This design comes from an exercise in tuning for small area, a short achievable clock period and few clock cycles on the open sky130 flow, not from production work.
Function not checked in this run: the RTL went through the layout flow alone.
No activity file was given, so power comes from the tool's default toggle rates.

==> design/flow/design.v <==
module nio61_qcf (
    input  wire        clk,
    input  wire        rst,
    input  wire        host_we,
    input  wire [7:0]  host_addr,
    input  wire [31:0] host_wdata,
    output reg  [31:0] host_rdata,
    output wire        busy,
    output reg         tx_valid,
    output reg         tx_err,
    output reg  [31:0] tx_data
);
    localparam [7:0] A_CMD        = 8'h00, A_STATUS     = 8'h04,
                     A_IN_LEN     = 8'h08, A_IN_W0      = 8'h0C,
                     A_IN_W1      = 8'h10, A_IN_W2      = 8'h14,
                     A_CK_LEN     = 8'h18, A_CK_OUT     = 8'h1C,
                     A_RQ_CLIENT  = 8'h20, A_RQ_ADDR    = 8'h24,
                     A_RQ_VALUE   = 8'h28, A_RQ_VMAX    = 8'h2C,
                     A_RQ_DIGITS  = 8'h30, A_RQ_CKSUM   = 8'h34,
                     A_Q_VALUE    = 8'h38, A_Q_VMAX     = 8'h3C,
                     A_Q_DIGITS   = 8'h40, A_Q_SIGN     = 8'h44,
                     A_Q_PATTERN  = 8'h48, A_Q_DVALUE   = 8'h4C,
                     A_RS_VALID   = 8'h50, A_RS_SIGN    = 8'h54,
                     A_RS_PATTERN = 8'h58, A_RS_DIGITS  = 8'h5C,
                     A_RS_ADDR    = 8'h60, A_OUT_WORD   = 8'h64;
    localparam [3:0] OP_CKSUM = 4'h1, OP_DECREQ = 4'h2, OP_ENCREQ = 4'h3,
                     OP_OCT2ADDR = 4'h4, OP_ENCRESP = 4'h5, OP_DECRESP = 4'h6,
                     OP_QENC = 4'h7, OP_QDEC = 4'h8, OP_PROCESS = 4'h9;
    localparam [3:0] ST_NONE = 4'h0, ST_OK = 4'h1, ST_MALFORMED = 4'h2,
                     ST_CKSUM = 4'h3, ST_INVALID = 4'h4, ST_RANGE = 4'h5,
                     ST_ILLEGAL = 4'h6;
    localparam [2:0] S_IDLE  = 3'd0,   
                     S_START = 3'd1,   
                     S_CRC   = 3'd2,   
                     S_PCHK  = 3'd3,   
                     S_QENC  = 3'd4,   
                     S_QDEC  = 3'd5;   
    reg [3:0]  status;
    reg [7:0]  in_len;
    reg [31:0] in_w0, in_w1, in_w2;
    reg [7:0]  ck_len;
    reg [15:0] ck_out;
    reg [15:0] rq_client;
    reg [23:0] rq_addr;
    reg [15:0] rq_value, rq_vmax;
    reg [7:0]  rq_digits;
    reg [15:0] rq_cksum;
    reg [15:0] q_value, q_vmax;
    reg [7:0]  q_digits;
    reg        q_sign;
    reg [26:0] q_pattern;
    reg [31:0] q_dvalue;
    reg        rs_valid, rs_sign;
    reg [26:0] rs_pattern;
    reg [7:0]  rs_digits;
    reg [15:0] rs_addr;
    reg [31:0] out_word;
    reg [2:0]  state;
    reg [3:0]  op;           
    reg [15:0] crc;          
    reg [3:0]  byte_idx;     
    reg [3:0]  byte_cnt;     
    reg [4:0]  dig_idx;      
    reg [4:0]  dig_cnt;      
    reg [15:0] rem;          
    reg        mag_zero;     
    reg        neg;          
    reg [15:0] weight;       
    reg [26:0] pat;          
    reg [17:0] acc;          
    assign busy = (state != S_IDLE);
    wire [95:0] req = {in_w0, in_w1, in_w2};
    wire [7:0]  b_d0     = in_w0[15:8];
    wire [7:0]  b_d1     = in_w0[7:0];
    wire [7:0]  b_d2     = in_w1[31:24];
    wire [15:0] b_value  = in_w1[23:8];
    wire [15:0] b_vmax   = {in_w1[7:0], in_w2[31:24]};
    wire [7:0]  b_digits = in_w2[23:16];
    wire [15:0] b_cksum  = in_w2[15:0];
    function [15:0] crc_byte(input [15:0] c_in, input [7:0] b);
        integer j;
        reg [15:0] c;
        begin
            c = c_in ^ {b, 8'h00};
            for (j = 0; j < 8; j = j + 1)
                c = c[15] ? ((c << 1) ^ 16'h1021) : (c << 1);
            crc_byte = c;
        end
    endfunction
    function [31:0] pack_resp(input v, input s, input [26:0] p, input [4:0] d,
                              input [15:0] a);
        reg [27:0] field;
        begin
            field = ({1'b0, p} & ((28'd1 << d) - 28'd1)) << (28 - d);
            pack_resp = {v, 2'b00, s, field[27:13], a[12:0]};
        end
    endfunction
    function [15:0] addr13(input [7:0] d0, input [7:0] d1, input [7:0] d2);
        addr13 = {7'd0, d0[2:0], d1[2:0], d2[2:0]};
    endfunction
    always @(*) begin
        case (host_addr)
            A_STATUS:     host_rdata = {28'd0, status};
            A_IN_LEN:     host_rdata = {24'd0, in_len};
            A_IN_W0:      host_rdata = in_w0;
            A_IN_W1:      host_rdata = in_w1;
            A_IN_W2:      host_rdata = in_w2;
            A_CK_LEN:     host_rdata = {24'd0, ck_len};
            A_CK_OUT:     host_rdata = {16'd0, ck_out};
            A_RQ_CLIENT:  host_rdata = {16'd0, rq_client};
            A_RQ_ADDR:    host_rdata = {8'd0, rq_addr};
            A_RQ_VALUE:   host_rdata = {16'd0, rq_value};
            A_RQ_VMAX:    host_rdata = {16'd0, rq_vmax};
            A_RQ_DIGITS:  host_rdata = {24'd0, rq_digits};
            A_RQ_CKSUM:   host_rdata = {16'd0, rq_cksum};
            A_Q_VALUE:    host_rdata = {16'd0, q_value};
            A_Q_VMAX:     host_rdata = {16'd0, q_vmax};
            A_Q_DIGITS:   host_rdata = {24'd0, q_digits};
            A_Q_SIGN:     host_rdata = {31'd0, q_sign};
            A_Q_PATTERN:  host_rdata = {5'd0, q_pattern};
            A_Q_DVALUE:   host_rdata = q_dvalue;
            A_RS_VALID:   host_rdata = {31'd0, rs_valid};
            A_RS_SIGN:    host_rdata = {31'd0, rs_sign};
            A_RS_PATTERN: host_rdata = {5'd0, rs_pattern};
            A_RS_DIGITS:  host_rdata = {24'd0, rs_digits};
            A_RS_ADDR:    host_rdata = {16'd0, rs_addr};
            A_OUT_WORD:   host_rdata = out_word;
            default:      host_rdata = 32'd0;    
        endcase
    end
    wire reg_write = host_we && (state == S_IDLE);
    wire        qe_proc   = (op == OP_PROCESS);
    wire [15:0] enc_value = qe_proc ? b_value : q_value;
    wire [15:0] enc_mag   = enc_value[15] ? (~enc_value + 16'd1) : enc_value;
    always @(posedge clk) begin
        if (rst) begin
            state      <= S_IDLE;
            op         <= 4'd0;
            status     <= ST_NONE;
            tx_valid   <= 1'b0;
            tx_err     <= 1'b0;
            tx_data    <= 32'd0;
            in_len     <= 8'd0;
            in_w0      <= 32'd0;
            in_w1      <= 32'd0;
            in_w2      <= 32'd0;
            ck_len     <= 8'd0;
            ck_out     <= 16'd0;
            rq_client  <= 16'd0;
            rq_addr    <= 24'd0;
            rq_value   <= 16'd0;
            rq_vmax    <= 16'd0;
            rq_digits  <= 8'd0;
            rq_cksum   <= 16'd0;
            q_value    <= 16'd0;
            q_vmax     <= 16'd0;
            q_digits   <= 8'd0;
            q_sign     <= 1'b0;
            q_pattern  <= 27'd0;
            q_dvalue   <= 32'd0;
            rs_valid   <= 1'b0;
            rs_sign    <= 1'b0;
            rs_pattern <= 27'd0;
            rs_digits  <= 8'd0;
            rs_addr    <= 16'd0;
            out_word   <= 32'd0;
            crc        <= 16'd0;
            byte_idx   <= 4'd0;
            byte_cnt   <= 4'd0;
            dig_idx    <= 5'd0;
            dig_cnt    <= 5'd0;
            rem        <= 16'd0;
            mag_zero   <= 1'b0;
            neg        <= 1'b0;
            weight     <= 16'd0;
            pat        <= 27'd0;
            acc        <= 18'd0;
        end else begin
            tx_valid <= 1'b0;
            case (state)
            S_IDLE: begin
                if (reg_write) begin
                    case (host_addr)
                        A_CMD: begin
                            if (host_wdata[31:4] != 28'd0 ||
                                host_wdata[3:0] == 4'h0 || host_wdata[3:0] > OP_PROCESS) begin
                                op    <= 4'h0;
                                state <= S_START;    
                            end else begin
                                op    <= host_wdata[3:0];
                                state <= S_START;
                            end
                        end
                        A_IN_LEN:     in_len     <= host_wdata[7:0];
                        A_IN_W0:      in_w0      <= host_wdata;
                        A_IN_W1:      in_w1      <= host_wdata;
                        A_IN_W2:      in_w2      <= host_wdata;
                        A_CK_LEN:     ck_len     <= host_wdata[7:0];
                        A_CK_OUT:     ck_out     <= host_wdata[15:0];
                        A_RQ_CLIENT:  rq_client  <= host_wdata[15:0];
                        A_RQ_ADDR:    rq_addr    <= host_wdata[23:0];
                        A_RQ_VALUE:   rq_value   <= host_wdata[15:0];
                        A_RQ_VMAX:    rq_vmax    <= host_wdata[15:0];
                        A_RQ_DIGITS:  rq_digits  <= host_wdata[7:0];
                        A_RQ_CKSUM:   rq_cksum   <= host_wdata[15:0];
                        A_Q_VALUE:    q_value    <= host_wdata[15:0];
                        A_Q_VMAX:     q_vmax     <= host_wdata[15:0];
                        A_Q_DIGITS:   q_digits   <= host_wdata[7:0];
                        A_Q_SIGN:     q_sign     <= host_wdata[0];
                        A_Q_PATTERN:  q_pattern  <= host_wdata[26:0];
                        A_Q_DVALUE:   q_dvalue   <= host_wdata;
                        A_RS_VALID:   rs_valid   <= host_wdata[0];
                        A_RS_SIGN:    rs_sign    <= host_wdata[0];
                        A_RS_PATTERN: rs_pattern <= host_wdata[26:0];
                        A_RS_DIGITS:  rs_digits  <= host_wdata[7:0];
                        A_RS_ADDR:    rs_addr    <= host_wdata[15:0];
                        A_OUT_WORD:   out_word   <= host_wdata;
                        default: ;                   
                    endcase
                end
            end
            S_START: begin
                state <= S_IDLE;    
                case (op)
                    OP_CKSUM: begin
                        if (ck_len > 8'd12) begin
                            status <= ST_RANGE;
                        end else begin
                            crc      <= 16'hFFFF;
                            byte_idx <= 4'd0;
                            byte_cnt <= ck_len[3:0];
                            state    <= S_CRC;
                        end
                    end
                    OP_DECREQ: begin
                        if (in_len != 8'd12) begin
                            status <= ST_MALFORMED;
                        end else begin
                            rq_client <= in_w0[31:16];
                            rq_addr   <= {b_d0, b_d1, b_d2};
                            rq_value  <= b_value;
                            rq_vmax   <= b_vmax;
                            rq_digits <= b_digits;
                            rq_cksum  <= b_cksum;
                            status    <= ST_OK;
                        end
                    end
                    OP_ENCREQ: begin
                        in_w0  <= {rq_client, rq_addr[23:8]};
                        in_w1  <= {rq_addr[7:0], rq_value, rq_vmax[15:8]};
                        in_w2  <= {rq_vmax[7:0], rq_digits, rq_cksum};
                        in_len <= 8'd12;
                        status <= ST_OK;
                    end
                    OP_OCT2ADDR: begin
                        if (rq_addr[23:16] > 8'd7 || rq_addr[15:8] > 8'd7 || rq_addr[7:0] > 8'd7) begin
                            status <= ST_RANGE;
                        end else begin
                            rs_addr <= addr13(rq_addr[23:16], rq_addr[15:8], rq_addr[7:0]);
                            status  <= ST_OK;
                        end
                    end
                    OP_ENCRESP: begin
                        if (rs_digits < 8'd1 || rs_digits > 8'd15) begin
                            status <= ST_RANGE;
                        end else begin
                            out_word <= pack_resp(rs_valid, rs_sign, rs_pattern,
                                                  rs_digits[4:0], rs_addr);
                            status   <= ST_OK;
                        end
                    end
                    OP_DECRESP: begin
                        if (rs_digits < 8'd1 || rs_digits > 8'd15) begin
                            status <= ST_RANGE;
                        end else begin
                            rs_valid   <= out_word[31];
                            rs_sign    <= out_word[28];
                            rs_pattern <= {12'd0, out_word[27:13] >> (15 - rs_digits[4:0])};
                            rs_addr    <= {3'd0, out_word[12:0]};
                            status     <= ST_OK;
                        end
                    end
                    OP_QENC: begin
                        if (q_digits < 8'd1 || q_digits > 8'd27 || q_vmax == 16'd0) begin
                            status <= ST_RANGE;
                        end else begin
                            rem      <= enc_mag;
                            mag_zero <= (enc_value == 16'd0);
                            neg      <= enc_value[15];
                            weight   <= q_vmax;
                            pat      <= 27'd0;
                            dig_idx  <= 5'd0;
                            dig_cnt  <= q_digits[4:0];
                            state    <= S_QENC;
                        end
                    end
                    OP_QDEC: begin
                        if (q_digits < 8'd1 || q_digits > 8'd27 || q_vmax == 16'd0) begin
                            status <= ST_RANGE;
                        end else begin
                            neg     <= q_sign;
                            weight  <= q_vmax;
                            pat     <= q_pattern << (5'd27 - q_digits[4:0]);
                            acc     <= 18'd0;
                            dig_idx <= 5'd0;
                            dig_cnt <= q_digits[4:0];
                            state   <= S_QDEC;
                        end
                    end
                    OP_PROCESS: begin
                        if (in_len != 8'd12) begin
                            status   <= ST_MALFORMED;
                            tx_valid <= 1'b1;
                            tx_err   <= 1'b1;
                            tx_data  <= {28'd0, ST_MALFORMED};
                        end else begin
                            crc      <= 16'hFFFF;
                            byte_idx <= 4'd0;
                            byte_cnt <= 4'd10;
                            state    <= S_CRC;
                        end
                    end
                    default: status <= ST_ILLEGAL;
                endcase
            end
            S_CRC: begin
                if (byte_idx == byte_cnt) begin
                    if (op == OP_PROCESS) begin
                        state <= S_PCHK;
                    end else begin
                        ck_out <= crc;
                        status <= ST_OK;
                        state  <= S_IDLE;
                    end
                end else begin
                    crc      <= crc_byte(crc, req[95 - 8*byte_idx -: 8]);
                    byte_idx <= byte_idx + 4'd1;
                end
            end
            S_PCHK: begin
                if (crc != b_cksum) begin
                    status   <= ST_CKSUM;
                    tx_valid <= 1'b1;
                    tx_err   <= 1'b1;
                    tx_data  <= {28'd0, ST_CKSUM};
                    state    <= S_IDLE;
                end else if (b_digits < 8'd1 || b_digits > 8'd15 || b_vmax == 16'd0 ||
                             b_d0 > 8'd7 || b_d1 > 8'd7 || b_d2 > 8'd7) begin
                    status   <= ST_INVALID;
                    tx_valid <= 1'b1;
                    tx_err   <= 1'b1;
                    tx_data  <= {28'd0, ST_INVALID};
                    state    <= S_IDLE;
                end else begin
                    rem      <= enc_mag;
                    mag_zero <= (enc_value == 16'd0);
                    neg      <= enc_value[15];
                    weight   <= b_vmax;
                    pat      <= 27'd0;
                    dig_idx  <= 5'd0;
                    dig_cnt  <= b_digits[4:0];
                    state    <= S_QENC;
                end
            end
            S_QENC: begin
                if (dig_idx == dig_cnt) begin
                    if (op == OP_PROCESS) begin
                        out_word <= pack_resp(1'b1, neg, pat, dig_cnt,
                                              addr13(b_d0, b_d1, b_d2));
                        tx_valid <= 1'b1;
                        tx_err   <= 1'b0;
                        tx_data  <= pack_resp(1'b1, neg, pat, dig_cnt,
                                              addr13(b_d0, b_d1, b_d2));
                    end else begin
                        q_sign    <= neg;
                        q_pattern <= pat;
                    end
                    status <= ST_OK;
                    state  <= S_IDLE;
                end else begin
                    if (!mag_zero && rem >= weight) begin
                        pat <= {pat[25:0], 1'b1};
                        rem <= rem - weight;
                    end else begin
                        pat <= {pat[25:0], 1'b0};
                    end
                    weight  <= weight >> 1;
                    dig_idx <= dig_idx + 5'd1;
                end
            end
            S_QDEC: begin
                if (dig_idx == dig_cnt) begin
                    q_dvalue <= neg ? -{14'd0, acc} : {14'd0, acc};
                    status   <= ST_OK;
                    state    <= S_IDLE;
                end else begin
                    if (pat[26])
                        acc <= acc + {2'd0, weight};
                    pat     <= pat << 1;
                    weight  <= weight >> 1;
                    dig_idx <= dig_idx + 5'd1;
                end
            end
            default: state <= S_IDLE;
            endcase
        end
    end
endmodule
==> design/flow/run.sh <==
#!/bin/bash
# synth_recipe.tcl (not shown) runs the flow's synth.tcl, then flattens the netlist and writes it again
# the make line also repeats each setting of config.mk as NAME=value (left out here)
make -C /OpenROAD-flow-scripts/flow DESIGN_CONFIG=/design/flow/config.mk WORK_HOME=/design/flow/orfs CLKGATE_MAP_FILE= SYNTH_SCRIPT=/design/flow/synth_recipe.tcl finish
==> design/flow/config.mk <==
export PLATFORM = sky130hd
export DESIGN_NAME = nio61_qcf
export DESIGN_NICKNAME = nio61_qcf
export VERILOG_FILES = /design/flow/design.v
export SDC_FILE = /design/flow/constraint.sdc
export NUM_CORES = 4
export LEC_CHECK = 0
export CAP_MARGIN = 20
export CORE_MARGIN = 2
export CORE_UTILIZATION = 40
export PLACE_DENSITY = 0.6
export SLEW_MARGIN = 20
==> design/flow/constraint.sdc <==
create_clock -name core_clock -period 7.0 [get_ports {clk}]
set_input_delay 1.4000 -clock core_clock [delete_from_list [all_inputs] [get_ports {clk}]]
set_output_delay 1.4000 -clock core_clock [all_outputs]
set_load 0.01 [all_outputs]
==> results.cfg <==
[logic_synthesis]
synth.yosys.seq_area_share = 0.308
synthesis.yosys.warnings = 1
ys_types = 103
netlist_area_before_placement_um2 = 36400
syn-instance-count = 4852
ys_dominant_reg_cell = dfxtp_1
syn_avg_cell_area_um2 = 7.51
postSynthRegisterBits = 560
synth-async-reset-ratio = 0
synth_enable_flop_cells = 0

[pwr]
peakVddDrop_uv = 190
power_switching_share = 0.251
seq_power_share = 0.434
netSwitchingPower_w = 0.00186
pwr_density_cell_nw_per_um2 = 181
clock_share_of_power = 0.520
part_of_the_total_power_dissipated_in_combinational_logic = 0.046
power_leakage_nw = 13.4
p_int_w = 0.00555
p_total_w = 0.00741

[hold_path]
min_path_cells = 2
sink_of_the_worst_hold_path = tx_data[5]$_SDFFE_PP0P_
min_from = tx_data[5]$_SDFFE_PP0P_
timing.hold.worst.class = reg2reg

[route]
met2_wirelength_um = 83300
initialDrtViolationCount = 6488
wl_met1_um = 81600
route.antenna.remaining_nets = 0
routed_wl_um = 204000
dr_pass1_iterations = 7
drt-vias-per-instance = 6.86
route.detailed.drc = 0
drt-wirelength-per-cell_um = 34.2
wl_met3_um = 24400
top_layer_used = met5
dr_total_vias = 41000

[sta]
finalSetupTns_ns = 0
setup_violations = 0
rsz0062_at_grt = false
max_clock_freq_ghz = 0.166
hold_violations = 0
maxSlewHeadroom = 0.172
period_share = 0.859
drv_slew = 0
period_needed_ns = 6.02
fin_skew_ns = 0.0339
worst_slew_pin_slew_ns = 1.24

[floorplan]
die_x_um = 306
design.die.area_um2 = 93500
fp-row-count = 110
placeableCoreArea_um2 = 90100
die_height_um = 306
boundaryPins = 110
initial_core_util = 0.404

[setup_path]
timing.critical_path.required_ns = 5.60
path_class = in2out
worst_r2r_path_depth = 14
critical_path_peak_fanout = 27
r2r_setup_slack_ns = 1.91
timing.critical_path.arrival_ns = 4.62
worstReg2RegEnd = out_word[16]$_SDFFE_PP0P_
timing.rr.start = rs_digits[2]$_SDFFE_PP0P_
crit_path_start_kind = primary input
critical_path.endpoint_type = output port

[clock_tree]
clock-root-buffer = clkbuf_16
ctsLongestPathBuffers = 3
tritoncts = done
setup_fix_buffers_added_after_clock_tree_synthesis = 0
cts-resized-gates = 0
clock_sinks = 560
cts_htree_levels = 3
clkTransAtPathRegs_ns = 0.06
worstSkewPairLatency_ns = 0.66
postCtsHoldBufs = 0
number_of_clock_buffers_inserted_by_tritoncts = 68

[global_route]
grt-ovfl-total = 0
antenna_found_initial = 16
grt_start_max_net_pins = 169
first_global_vias = 36200
global_route_wire_length_before_repair_um = 283000
globalRouteTotalUtil = 0.420

[finish]
finish.net_count = 4832
multi_input_combinational_cell_area_um2 = 23500
num-fill-cells = 9022
layoutNonFillerInstCount = 5969
drive_gt1_frac = 0.0834
areaGrowthSynthToFinish_pct = 12.4
layout.cells.most_common_list = 670 x nor2_1, 561 x nand2_1, 559 x dfxtp_1
mostFrequentLayoutCell = nor2_1
area.sequential_um2 = 11200

[placement]
dp_cells = 5832
dp_hpwl_um = 150000
place_congestion = 1.07
io_buffers = 103

[outcome]
run_status = no timing/DRC/antenna violations

[run]
max_cap_viol_count = 0
stage by stage:
stage               setup WS, ns   util  hold slack (ns)  area, um^2
detailed placement          1.14  0.427            0.466       38500
global placement            1.13  0.427            0.460       38500
global route               0.934  0.454            0.497       40900
CTS                         1.12  0.453            0.476       40900
floorplan                   2.13      -            0.431       36400
finish                     0.984  0.454            0.480       40900
synth_stat cells (all sizes together), types with 15 or more instances:
master,count,area share
nor2,684,0.071
and2,60,0.010
a31oi,49,0.0090
nand4,71,0.012
a21o,26,0.0054
o22ai,23,0.0040
dfxtp,560,0.31
nand3,127,0.017
nor4,49,0.0097
and3,27,0.0046
nand2b,46,0.0079
clkbuf,351,0.036
o31ai,24,0.0051
o21ai,145,0.020
mux2i,102,0.028
mux2,23,0.0071
xnor2,63,0.015
o211ai,39,0.0080
a211oi,312,0.064
a22o,50,0.012
buf,84,0.011
nand2,562,0.058
a311oi,87,0.021
inv,53,0.0055
ha,58,0.020
nor2b,38,0.0065
xor2,64,0.015
a22oi,186,0.038
or3,17,0.0031
o21a,24,0.0050
a21oi,457,0.063
or2,15,0.0026
mux4,38,0.024
nor3,98,0.014
a221oi,52,0.013
a222oi,19,0.0052
cell families after synthesis:
kind of cell / after synthesis / share of synthesized area
AO/OA/AOI/OAI: 1607 / 0.301
other: 1 / 0.000103
XOR/XNOR: 127 / 0.0305
buffers and inverters: 492 / 0.0528
multiplexers: 163 / 0.0586
AND/OR/NAND/NOR: 1842 / 0.228
adder cells (fa/ha/maj): 60 / 0.0210
flip-flops: 560 / 0.308
registers in the layout, indices dropped and copies added (netlist names), 27 cells and up:
signal / count
in_w0: 32
in_w1: 32
in_w2: 32
out_word: 32
pat: 27
q_dvalue: 32
q_pattern: 27
rs_pattern: 27
power groups by stage:
stage | Sequential [W] | Combinational, W | Clock (W)
floorplan | 0.00327 | 0.000157 | 0
global placement | 0.00328 | 0.000320 | 0
detailed placement | 0.00328 | 0.000321 | 0
CTS | 0.00321 | 0.000322 | 0.00385
global route | 0.00321 | 0.000347 | 0.00398
finish | 0.00322 | 0.000343 | 0.00385
cell type report:
cell class	count	share of cell area
Multi-Input combinational cell	3805	0.574
Timing Repair Buffer	237	0.0519
Antenna cell	10	0.000611
Sequential cell	560	0.274
Clock inverter	28	0.00828
Inverter	57	0.00523
Clock buffer	96	0.0501
Tap cell	1176	0.0359
per-layer routing:
metal	vias up	GRT usage
met5	-	0.00517
met4	16	0.248
met3	619	0.120
met2	2782	0.602
met1	19800	0.555
li1	17800	-
worst max path at each step:
stage / from / endpoint / depth (start not counted)
2_1_floorplan: dig_cnt[0]$_SDFFE_PP0P_ / out_word[27]$_SDFFE_PP0P_ / 21
3_3_place_gp: host_addr[4] / host_rdata[4] / 10
3_5_place_dp: host_addr[4] / host_rdata[4] / 10
4_1_cts: host_addr[4] / host_rdata[4] / 10
5_1_grt: host_addr[4] / host_rdata[4] / 10
6_report: host_addr[4] / host_rdata[4] / 10
worst max-delay path: stages:
cell	delay (ns)
clkdlybuf4s50_1	0.51
nor2b_1	0.35
nand2_1	0.22
nor2_2	0.46
buf_4	0.48
a22oi_1	0.16
nand3_1	0.13
nor2_1	0.06
nand4_1	0.23
clkdlybuf4s50_1	0.60

[static timing again, ports no longer ideal]
In the flow no input, the clock included, has a driving cell. The finished layout below was timed again as built, in two steps. Step 1 (the two cells are an assumption about what drives the block):
set clk [get_ports {clk}]
set_driving_cell -lib_cell sky130_fd_sc_hd__clkbuf_16 $clk
set_driving_cell -lib_cell sky130_fd_sc_hd__buf_2 [delete_from_list [all_inputs] $clk]
Step 2 times the ports against the registers' clock, not the clock port: input delays grow and output delays shrink by t, the midpoint of the rising clock arrivals with the driver on. Slacks: no drivers / after step 1 / after step 2; pairs: no drivers / after step 1.
shift t [ns]: 0.710
slack for setup (ns): 0.984 / 0.948 / 0.948
clock arrival spread, ns: 0.040 / 0.039
slew at the worst register clock pin (ns): 0.07 / 0.07
pins driven straight from the clock port: 1
After both steps this run still meets setup and hold. For this run, drivers alone change the setup slack by -0.036 ns; drivers and shift together by -0.036 ns.
